This design comes from an exercise in tuning for small area and a short achievable clock period on the open sky130 flow, not from production work.
At most, simulation tests tie the RTL to the original design; equivalence was not proved.
Power is estimated from default activity; no workload was simulated.

==> inputs of try-amber <==
## fpe_rm
module fpe_rm (
  input  wire         clk,
  input  wire         rst,
  input  wire         link_rst,
  input  wire         rx_valid,
  input  wire [7:0]   rx_data,
  output wire         rx_ready,
  output wire         tx_valid,
  output wire [7:0]   tx_data,
  input  wire         tx_ready,
  input  wire [1:0]   c_req,
  input  wire [1:0]   c_op,
  input  wire [15:0]  c_addr,
  input  wire [9:0]   c_len,
  input  wire [255:0] c_wdata,
  input  wire [1:0]   c_lock,
  output reg  [1:0]   c_gnt,
  output wire [255:0] c_rdata,
  output reg  [1:0]   c_err,
  output wire         diag_valid,
  output wire [2:0]   diag_code
);
Settings: LEC_CHECK=0, CAP_MARGIN=40, CORE_MARGIN=2, CORE_UTILIZATION=55, CTS_BUF_LIST=sky130_fd_sc_hd__clkbuf_8, CTS_CLUSTER_SIZE=30, PLACE_DENSITY=0.65, SETUP_SLACK_MARGIN=5, SLEW_MARGIN=20, SYNTH_HIERARCHICAL=1, SYNTH_MINIMUM_KEEP_SIZE=0; clock period 10.0 ns.
standard.sh (not shown) runs the stock make flow with config.mk's settings and CLKGATE_MAP_FILE= SYNTH_SCRIPT=/design/flow/synth_recipe.tcl, a recipe that flattens the netlist after the stock synthesis.
==> flow/flow/run.sh <==
#!/bin/bash
# Layout flow: the standard flow (standard.sh), with two changes:
#  * synthesis maps the logic with an ABC script without ORFS's SOP balancing, buffering and sizing
#    (flow/abc_nf.abc: delay-aware mapping with area recovery) in place of ORFS's; the rest of
#    synthesis is the standard flow's own synth_recipe.tcl, unchanged, so the registers
#    are the standard synthesis's;
#  * the port buffers that buffer_ports inserts are sky130_fd_sc_hd__buf_1.
# Each tool's output is in ORFS's logs (orfs/logs/...); make's own output
# goes to flow_make.log.
set -euo pipefail
W=$PWD
{
  cat <<'EOT'
# ABC with the script in OWN_ABC_SCRIPT instead of the one synth.tcl names
proc abc {args} {
  set i [lsearch -exact $args -script]
  if {$i >= 0} {
    set args [lreplace $args [expr {$i + 1}] [expr {$i + 1}] $::env(OWN_ABC_SCRIPT)]
  }
  yosys abc {*}$args
}
EOT
  cat "$W/synth_recipe.tcl"
} > "$W/own_synth.tcl"
export OWN_ABC_SCRIPT="$W/flow/abc_nf.abc"
bash "$W/standard.sh" SYNTH_SCRIPT="$W/own_synth.tcl" \
  "BUFFER_PORTS_ARGS=-buffer_cell sky130_fd_sc_hd__buf_1" finish > "$W/flow_make.log" 2>&1
==> flow/flow/abc_nf.abc <==
strash
&get -n
&st
&dch
&nf
&put
topo
stime -c
==> try-violet: changes against try-amber <==
--- a/flow/design.v
+++ b/flow/design.v
@@ -15,28 +15,23 @@
   output wire [127:0] rot_out
 );
   reg  [511:0] cells;
   wire [127:0] rin, t1;
   genvar j, r;
   generate
     for (j = 0; j < 16; j = j + 1) begin : g_lane
       wire [3:0] rs  = {row[48 + j], row[32 + j], row[16 + j], row[j]} & {4{rd}};
-      fpe_rin u_rin (
-        .rs (rs),
-        .c0 (cells[  0 + 8*j +: 8]),
-        .c1 (cells[128 + 8*j +: 8]),
-        .c2 (cells[256 + 8*j +: 8]),
-        .c3 (cells[384 + 8*j +: 8]),
-        .sw ({s_bq, s_w1, s_w0}),
-        .w0 (w0[8*(15-j) +: 8]),
-        .w1 (w1[8*(15-j) +: 8]),
-        .w2 (bq[8*(15-j) +: 8]),
-        .y  (rin[8*j +: 8])
-      );
+      assign rin[8*j +: 8] = ({8{rs[0]}} & cells[  0 + 8*j +: 8]) |
+                             ({8{rs[1]}} & cells[128 + 8*j +: 8]) |
+                             ({8{rs[2]}} & cells[256 + 8*j +: 8]) |
+                             ({8{rs[3]}} & cells[384 + 8*j +: 8]) |
+                             ({8{s_w0}} & w0[8*(15-j) +: 8]) |
+                             ({8{s_w1}} & w1[8*(15-j) +: 8]) |
+                             ({8{s_bq}} & bq[8*(15-j) +: 8]);
       for (r = 0; r < 4; r = r + 1) begin : g_cell
         wire en = rst | (wr & lmask[j] & row[16*r + j]);
         always @(posedge clk)
           if (en)
             cells[128*r + 8*j +: 8] <= rot_out[8*(15-j) +: 8];
       end
     end
   endgenerate
@@ -89,27 +84,16 @@
   genvar j;
   generate
     for (j = 0; j < 16; j = j + 1) begin : g_lane
       localparam [3:0] J = j;
       assign lt[j] = (J < a[3:0]);
     end
   endgenerate
 endmodule
-module fpe_rin (
-  input  wire [3:0] rs,
-  input  wire [7:0] c0, c1, c2, c3,
-  input  wire [2:0] sw,
-  input  wire [7:0] w0, w1, w2,
-  output wire [7:0] y
-);
-  assign y = ({8{rs[0]}} & c0) | ({8{rs[1]}} & c1) | ({8{rs[2]}} & c2) |
-             ({8{rs[3]}} & c3) | ({8{sw[0]}} & w0) | ({8{sw[1]}} & w1) |
-             ({8{sw[2]}} & w2);
-endmodule
 module fpe_engine (
   input  wire         clk,
   input  wire         rst,
   input  wire         link_rst,
   input  wire         rx_valid,
   input  wire [7:0]   rx_data,
   output wire         rx_ready,
   output wire         tx_valid,
@@ -307,17 +291,16 @@
   wire         commit_req;
   wire         commit_wr;
   wire         commit_go;
   wire [5:0]   eng_addr;
   wire [4:0]   eng_len;
   wire [127:0] eng_buf;
   wire [3:0]   eng_amt;      
   wire [127:0] rot_out;
-  reg  [127:0] rdata_q;      
   reg          p_er;         
   fpe_engine u_engine (
     .clk        (clk),
     .rst        (rst),
     .link_rst   (link_rst),
     .rx_valid   (rx_valid),
     .rx_data    (rx_data),
     .rx_ready   (rx_ready),
@@ -412,16 +395,17 @@
   );
   wire [127:0] rmask;
   genvar k;
   generate
     for (k = 0; k < 16; k = k + 1) begin : g_rmask
       assign rmask[8*k +: 8] = {8{k < rl}};
     end
   endgenerate
+  reg [127:0] rdata_q;
   assign c_rdata = {rdata_q, rdata_q};
   always @(posedge clk) begin
     rdata_q <= rot_out & rmask;
     p_er    <= commit_go && !commit_wr;
   end
   always @(posedge clk) begin
     c_err <= {!ok1, !ok0};
     if (rst) begin
==> flow/flow/run.sh (replaced) <==
#!/bin/bash
# Layout flow: the standard flow (standard.sh), with two changes:
#  * synthesis maps the logic with an ABC script without ORFS's SOP balancing, buffering and sizing
#    (flow/abc_nf.abc: delay-aware mapping with area recovery) in place of ORFS's; the rest of
#    synthesis is the standard flow's own synth_recipe.tcl, unchanged, so the registers
#    are the standard synthesis's;
#  * the port buffers that buffer_ports inserts are sky130_fd_sc_hd__buf_2.
# Each tool's output is in ORFS's logs (orfs/logs/...); make's own output
# goes to flow_make.log.
set -euo pipefail
W=$PWD
{
  cat <<'EOT'
# ABC with the script in OWN_ABC_SCRIPT instead of the one synth.tcl names
proc abc {args} {
  set i [lsearch -exact $args -script]
  if {$i >= 0} {
    set args [lreplace $args [expr {$i + 1}] [expr {$i + 1}] $::env(OWN_ABC_SCRIPT)]
  }
  yosys abc {*}$args
}
EOT
  cat "$W/synth_recipe.tcl"
} > "$W/own_synth.tcl"
export OWN_ABC_SCRIPT="$W/flow/abc_nf.abc"
bash "$W/standard.sh" SYNTH_SCRIPT="$W/own_synth.tcl" \
  "BUFFER_PORTS_ARGS=-buffer_cell sky130_fd_sc_hd__buf_2" finish > "$W/flow_make.log" 2>&1
CTS_BUF_LIST = not set   (was sky130_fd_sc_hd__clkbuf_8)
CTS_CLUSTER_SIZE = not set   (was 30)
==> try-xenon: changes against try-amber <==
--- a/flow/design.v
+++ b/flow/design.v
@@ -15,28 +15,23 @@
   output wire [127:0] rot_out
 );
   reg  [511:0] cells;
   wire [127:0] rin, t1;
   genvar j, r;
   generate
     for (j = 0; j < 16; j = j + 1) begin : g_lane
       wire [3:0] rs  = {row[48 + j], row[32 + j], row[16 + j], row[j]} & {4{rd}};
-      fpe_rin u_rin (
-        .rs (rs),
-        .c0 (cells[  0 + 8*j +: 8]),
-        .c1 (cells[128 + 8*j +: 8]),
-        .c2 (cells[256 + 8*j +: 8]),
-        .c3 (cells[384 + 8*j +: 8]),
-        .sw ({s_bq, s_w1, s_w0}),
-        .w0 (w0[8*(15-j) +: 8]),
-        .w1 (w1[8*(15-j) +: 8]),
-        .w2 (bq[8*(15-j) +: 8]),
-        .y  (rin[8*j +: 8])
-      );
+      assign rin[8*j +: 8] = ({8{rs[0]}} & cells[  0 + 8*j +: 8]) |
+                             ({8{rs[1]}} & cells[128 + 8*j +: 8]) |
+                             ({8{rs[2]}} & cells[256 + 8*j +: 8]) |
+                             ({8{rs[3]}} & cells[384 + 8*j +: 8]) |
+                             ({8{s_w0}} & w0[8*(15-j) +: 8]) |
+                             ({8{s_w1}} & w1[8*(15-j) +: 8]) |
+                             ({8{s_bq}} & bq[8*(15-j) +: 8]);
       for (r = 0; r < 4; r = r + 1) begin : g_cell
         wire en = rst | (wr & lmask[j] & row[16*r + j]);
         always @(posedge clk)
           if (en)
             cells[128*r + 8*j +: 8] <= rot_out[8*(15-j) +: 8];
       end
     end
   endgenerate
@@ -89,27 +84,16 @@
   genvar j;
   generate
     for (j = 0; j < 16; j = j + 1) begin : g_lane
       localparam [3:0] J = j;
       assign lt[j] = (J < a[3:0]);
     end
   endgenerate
 endmodule
-module fpe_rin (
-  input  wire [3:0] rs,
-  input  wire [7:0] c0, c1, c2, c3,
-  input  wire [2:0] sw,
-  input  wire [7:0] w0, w1, w2,
-  output wire [7:0] y
-);
-  assign y = ({8{rs[0]}} & c0) | ({8{rs[1]}} & c1) | ({8{rs[2]}} & c2) |
-             ({8{rs[3]}} & c3) | ({8{sw[0]}} & w0) | ({8{sw[1]}} & w1) |
-             ({8{sw[2]}} & w2);
-endmodule
 module fpe_engine (
   input  wire         clk,
   input  wire         rst,
   input  wire         link_rst,
   input  wire         rx_valid,
   input  wire [7:0]   rx_data,
   output wire         rx_ready,
   output wire         tx_valid,
@@ -307,17 +291,16 @@
   wire         commit_req;
   wire         commit_wr;
   wire         commit_go;
   wire [5:0]   eng_addr;
   wire [4:0]   eng_len;
   wire [127:0] eng_buf;
   wire [3:0]   eng_amt;      
   wire [127:0] rot_out;
-  reg  [127:0] rdata_q;      
   reg          p_er;         
   fpe_engine u_engine (
     .clk        (clk),
     .rst        (rst),
     .link_rst   (link_rst),
     .rx_valid   (rx_valid),
     .rx_data    (rx_data),
     .rx_ready   (rx_ready),
@@ -344,84 +327,72 @@
   wire e1 = c_req[1] && !c_gnt[1] && (!own_valid ||  own_idx);
   wire gnt0 = !rst && !eng_sel && e0;
   wire gnt1 = !rst && !eng_sel && !e0 && e1;
   wire ok0 = !(c_len[4] && |c_len[3:0]) &&
              ({1'b0, c_addr[7:0]}  + {4'b0000, c_len[4:0]} <= 9'd64);
   wire ok1 = !(c_len[9] && |c_len[8:5]) &&
              ({1'b0, c_addr[15:8]} + {4'b0000, c_len[9:5]} <= 9'd64);
   wire eng_pre = commit_req && !own_valid;
-  wire pre0    = !c_gnt[0] && (!own_valid || !own_idx);
-  wire [2:0] ag;
-  wire rd, s_w0, s_w1, s_bq;
-  fpe_pick u_pick (
-    .rst      (rst),
-    .link_rst (link_rst),
-    .eng_pre  (eng_pre),
-    .eng_wr   (commit_wr),
-    .req0     (c_req[0]),
-    .pre0     (pre0),
-    .op       (c_op),
-    .ag       (ag),
-    .s_row    (rd),
-    .s_w0     (s_w0),
-    .s_w1     (s_w1),
-    .s_bq     (s_bq)
-  );
+  wire eng_a   = eng_pre && !link_rst;
   wire [5:0] ca  = e0 ? c_addr[5:0] : c_addr[13:8];
   wire [4:0] cl  = e0 ? c_len[4:0]  : c_len[9:5];
-  wire [4:0] rl  = ({5{ag[0]}} & eng_len) | ({5{!ag[0]}} & cl);
-  wire [3:0] amt = ({4{ag[0]}} & eng_amt) | ({4{ag[1]}} & c_addr[3:0]) |
-                   ({4{ag[2]}} & c_addr[11:8]);
+  wire [4:0] rl  = eng_a ? eng_len  : cl;
+  wire [3:0] amt = eng_a ? eng_amt  : ca[3:0];
   wire [15:0] lm_e, lm_c;
   fpe_lanes u_lanes_e (.a(eng_addr[3:0]), .len(eng_len), .lmask(lm_e));
   fpe_lanes u_lanes_c (.a(ca[3:0]),       .len(cl),      .lmask(lm_c));
-  wire [15:0] lmask = ({16{ag[0]}} & lm_e) | ({16{!ag[0]}} & lm_c);
+  wire [15:0] lmask = eng_a ? lm_e : lm_c;
   wire [15:0] lt_e, lt_0, lt_1;
   wire [3:0]  rd0_e, rd0_0, rd0_1, rd1_e, rd1_0, rd1_1;
   fpe_rows u_rows_e (.a(eng_addr),     .lt(lt_e), .rd0(rd0_e), .rd1(rd1_e));
   fpe_rows u_rows_0 (.a(c_addr[5:0]),  .lt(lt_0), .rd0(rd0_0), .rd1(rd1_0));
   fpe_rows u_rows_1 (.a(c_addr[13:8]), .lt(lt_1), .rd0(rd0_1), .rd1(rd1_1));
-  wire [15:0] lt  = ({16{ag[0]}} & lt_e) | ({16{ag[1]}} & lt_0) | ({16{ag[2]}} & lt_1);
-  wire [3:0]  rd0 = ({4{ag[0]}} & rd0_e) | ({4{ag[1]}} & rd0_0) | ({4{ag[2]}} & rd0_1);
-  wire [3:0]  rd1 = ({4{ag[0]}} & rd1_e) | ({4{ag[1]}} & rd1_0) | ({4{ag[2]}} & rd1_1);
+  wire [15:0] lt  = eng_a ? lt_e  : (e0 ? lt_0  : lt_1);
+  wire [3:0]  rd0 = eng_a ? rd0_e : (e0 ? rd0_0 : rd0_1);
+  wire [3:0]  rd1 = eng_a ? rd1_e : (e0 ? rd1_0 : rd1_1);
   wire [63:0] row;
   genvar jj, rr;
   generate
     for (jj = 0; jj < 16; jj = jj + 1) begin : g_row_l
       for (rr = 0; rr < 4; rr = rr + 1) begin : g_row_r
         assign row[16*rr + jj] = lt[jj] ? rd1[rr] : rd0[rr];
       end
     end
   endgenerate
+  wire rd   = eng_a ? !commit_wr : (e0 ? !c_op[0] : !c_op[1]);
+  wire s_bq = !rst && eng_sel && commit_wr;
+  wire s_w0 = !rst && !eng_sel && e0 && c_op[0];
+  wire s_w1 = !rst && !eng_sel && !e0 && c_op[1];
   wire wr = (commit_go && commit_wr) || (gnt0 && c_op[0] && ok0) ||
             (gnt1 && c_op[1] && ok1);
   fpe_regmap u_map (
     .clk     (clk),
     .rst     (rst),
     .row     (row),
     .amt     (amt),
     .lmask   (lmask),
-    .rd      (rd),
+    .rd      (rd && !rst),
     .wr      (wr),
     .s_w0    (s_w0),
     .s_w1    (s_w1),
     .s_bq    (s_bq),
     .w0      (c_wdata[127:0]),
     .w1      (c_wdata[255:128]),
     .bq      (eng_buf),
     .rot_out (rot_out)
   );
   wire [127:0] rmask;
   genvar k;
   generate
     for (k = 0; k < 16; k = k + 1) begin : g_rmask
       assign rmask[8*k +: 8] = {8{k < rl}};
     end
   endgenerate
+  reg [127:0] rdata_q;
   assign c_rdata = {rdata_q, rdata_q};
   always @(posedge clk) begin
     rdata_q <= rot_out & rmask;
     p_er    <= commit_go && !commit_wr;
   end
   always @(posedge clk) begin
     c_err <= {!ok1, !ok0};
     if (rst) begin
@@ -433,30 +404,8 @@
         own_valid <= c_lock[own_idx];
       end else begin
         own_valid <= (gnt0 && c_lock[0]) || (gnt1 && c_lock[1]);
         own_idx   <= gnt1;
       end
     end
   end
 endmodule
-module fpe_pick (
-  input  wire       rst,
-  input  wire       link_rst,
-  input  wire       eng_pre,
-  input  wire       eng_wr,
-  input  wire       req0,
-  input  wire       pre0,
-  input  wire [1:0] op,
-  output wire [2:0] ag,
-  output wire       s_row,
-  output wire       s_w0,
-  output wire       s_w1,
-  output wire       s_bq
-);
-  wire e  = eng_pre && !link_rst;
-  wire e0 = req0 && pre0;
-  assign ag    = {!e && !e0, !e && e0, e};
-  assign s_bq  = !rst && e && eng_wr;
-  assign s_w0  = !rst && ag[1] && op[0];
-  assign s_w1  = !rst && ag[2] && op[1];
-  assign s_row = !rst && ((e && !eng_wr) || (ag[1] && !op[0]) || (ag[2] && !op[1]));
-endmodule
==> flow/flow/run.sh (replaced) <==
#!/bin/bash
# Layout flow: the standard flow (standard.sh), with two changes:
#  * synthesis maps the logic with an ABC script without ORFS's SOP balancing, buffering and sizing
#    (flow/abc_nf.abc: delay-aware mapping with area recovery) in place of ORFS's; the rest of
#    synthesis is the standard flow's own synth_recipe.tcl, unchanged, so the registers
#    are the standard synthesis's;
#  * the port buffers that buffer_ports inserts are sky130_fd_sc_hd__buf_2.
# Each tool's output is in ORFS's logs (orfs/logs/...); make's own output
# goes to flow_make.log.
set -euo pipefail
W=$PWD
{
  cat <<'EOT'
# ABC with the script in OWN_ABC_SCRIPT instead of the one synth.tcl names
proc abc {args} {
  set i [lsearch -exact $args -script]
  if {$i >= 0} {
    set args [lreplace $args [expr {$i + 1}] [expr {$i + 1}] $::env(OWN_ABC_SCRIPT)]
  }
  yosys abc {*}$args
}
EOT
  cat "$W/synth_recipe.tcl"
} > "$W/own_synth.tcl"
export OWN_ABC_SCRIPT="$W/flow/abc_nf.abc"
bash "$W/standard.sh" SYNTH_SCRIPT="$W/own_synth.tcl" \
  "BUFFER_PORTS_ARGS=-buffer_cell sky130_fd_sc_hd__buf_2" finish > "$W/flow_make.log" 2>&1
CORE_UTILIZATION = 40   (was 55)
CTS_BUF_LIST = not set   (was sky130_fd_sc_hd__clkbuf_8)
CTS_CLUSTER_SIZE = not set   (was 30)
PLACE_DENSITY = 0.5   (was 0.65)
SETUP_SLACK_MARGIN = 4   (was 5)
==> notes.md <==
item	try-xenon	try-violet	try-amber
Result of the run	finished clean	finished clean	finished clean
Post-place instance area	46800 sq um	45800 sq um	45000 sq um
Placed Cells	5187	4657	4678
Synthesized area per cell	12.9 sq um	13.3 sq um	13.1 sq um
DP Wirelength	132 mm	118 mm	121 mm
Clock network power	0.00323 W	0.00318 W	0.00283 W
Endpoint arrival time on the critical path	6.69 ns	5.78 ns	5.89 ns
Number of buffers created by CTS	89	83	131
Final wirelength	175 mm	164 mm	165 mm
Slew margin rel.	25.2%	30.3%	34.9%
Grt met1 use	42.5%	52.9%	53.4%
Number of diodes	2	0	1
Number of detailed-route iterations in the first pass	9	11	10
Reported leakage power	20.0 nW	20.4 nW	18.9 nW
Number of global-route vias before repair	32.0k	32.2k	32.3k
Total net switching power	0.00337 W	0.00351 W	0.00356 W
Multi-input logic portion of the cell area	36.2%	39.2%	39.1%
DR vias	33.6k	34.7k	34.4k
Met2 Use GR	50.5%	63.1%	63.0%
Register fraction of the total cell area	45.9%	43.7%	44.6%
Final cell area excluding filler cells	50200 sq um	52800 sq um	51700 sq um
Multi-input logic area	18200 sq um	20700 sq um	20200 sq um
Peak Freq	0.164 GHz	0.192 GHz	0.194 GHz
Post-synthesis net count	3597	3498	3516
Clock period minus worst slack	6.10 ns	5.20 ns	5.15 ns
Power Dens Cells	206 nW/um^2	204 nW/um^2	201 nW/um^2
Internal power component	0.00698 W	0.00726 W	0.00680 W
No functional check of the RTL was part of try-amber and try-xenon.

-- separate check: timing with driven ports --
No port has a modelled driver above. Below, the same layouts with a new extraction and two added sets of constraints. Step 1 sets driving cells, clkbuf_16 on the clock port and buf_2 on the other inputs (assumed; they add their load-dependent delay and slew). Step 2 also shifts input and output timing later by t, the mid clock arrival at the registers, as if the neighbouring blocks saw the same clock. Three values: ideal ports, drivers, drivers and shift; two values: the first two.
run	t (ns)	setup slack, ns	worst setup path at the end	latest minus earliest clock arrival (ns)	slew at the worst register clock pin (ns)
try-amber	0.873	4.850 / 4.874 / 4.000	input to register	0.049 / 0.049	0.07 / 0.07
try-violet	0.708	4.798 / 4.805 / 4.098	input to register	0.032 / 0.031	0.07 / 0.07
try-xenon	0.747	3.902 / 3.954 / 3.207	input to register	0.033 / 0.032	0.06 / 0.06
After both steps setup and hold are still met in every run listed. The setup slack of try-amber, which loses most, moves by +0.024 ns with the drivers and by -0.850 ns with both steps.
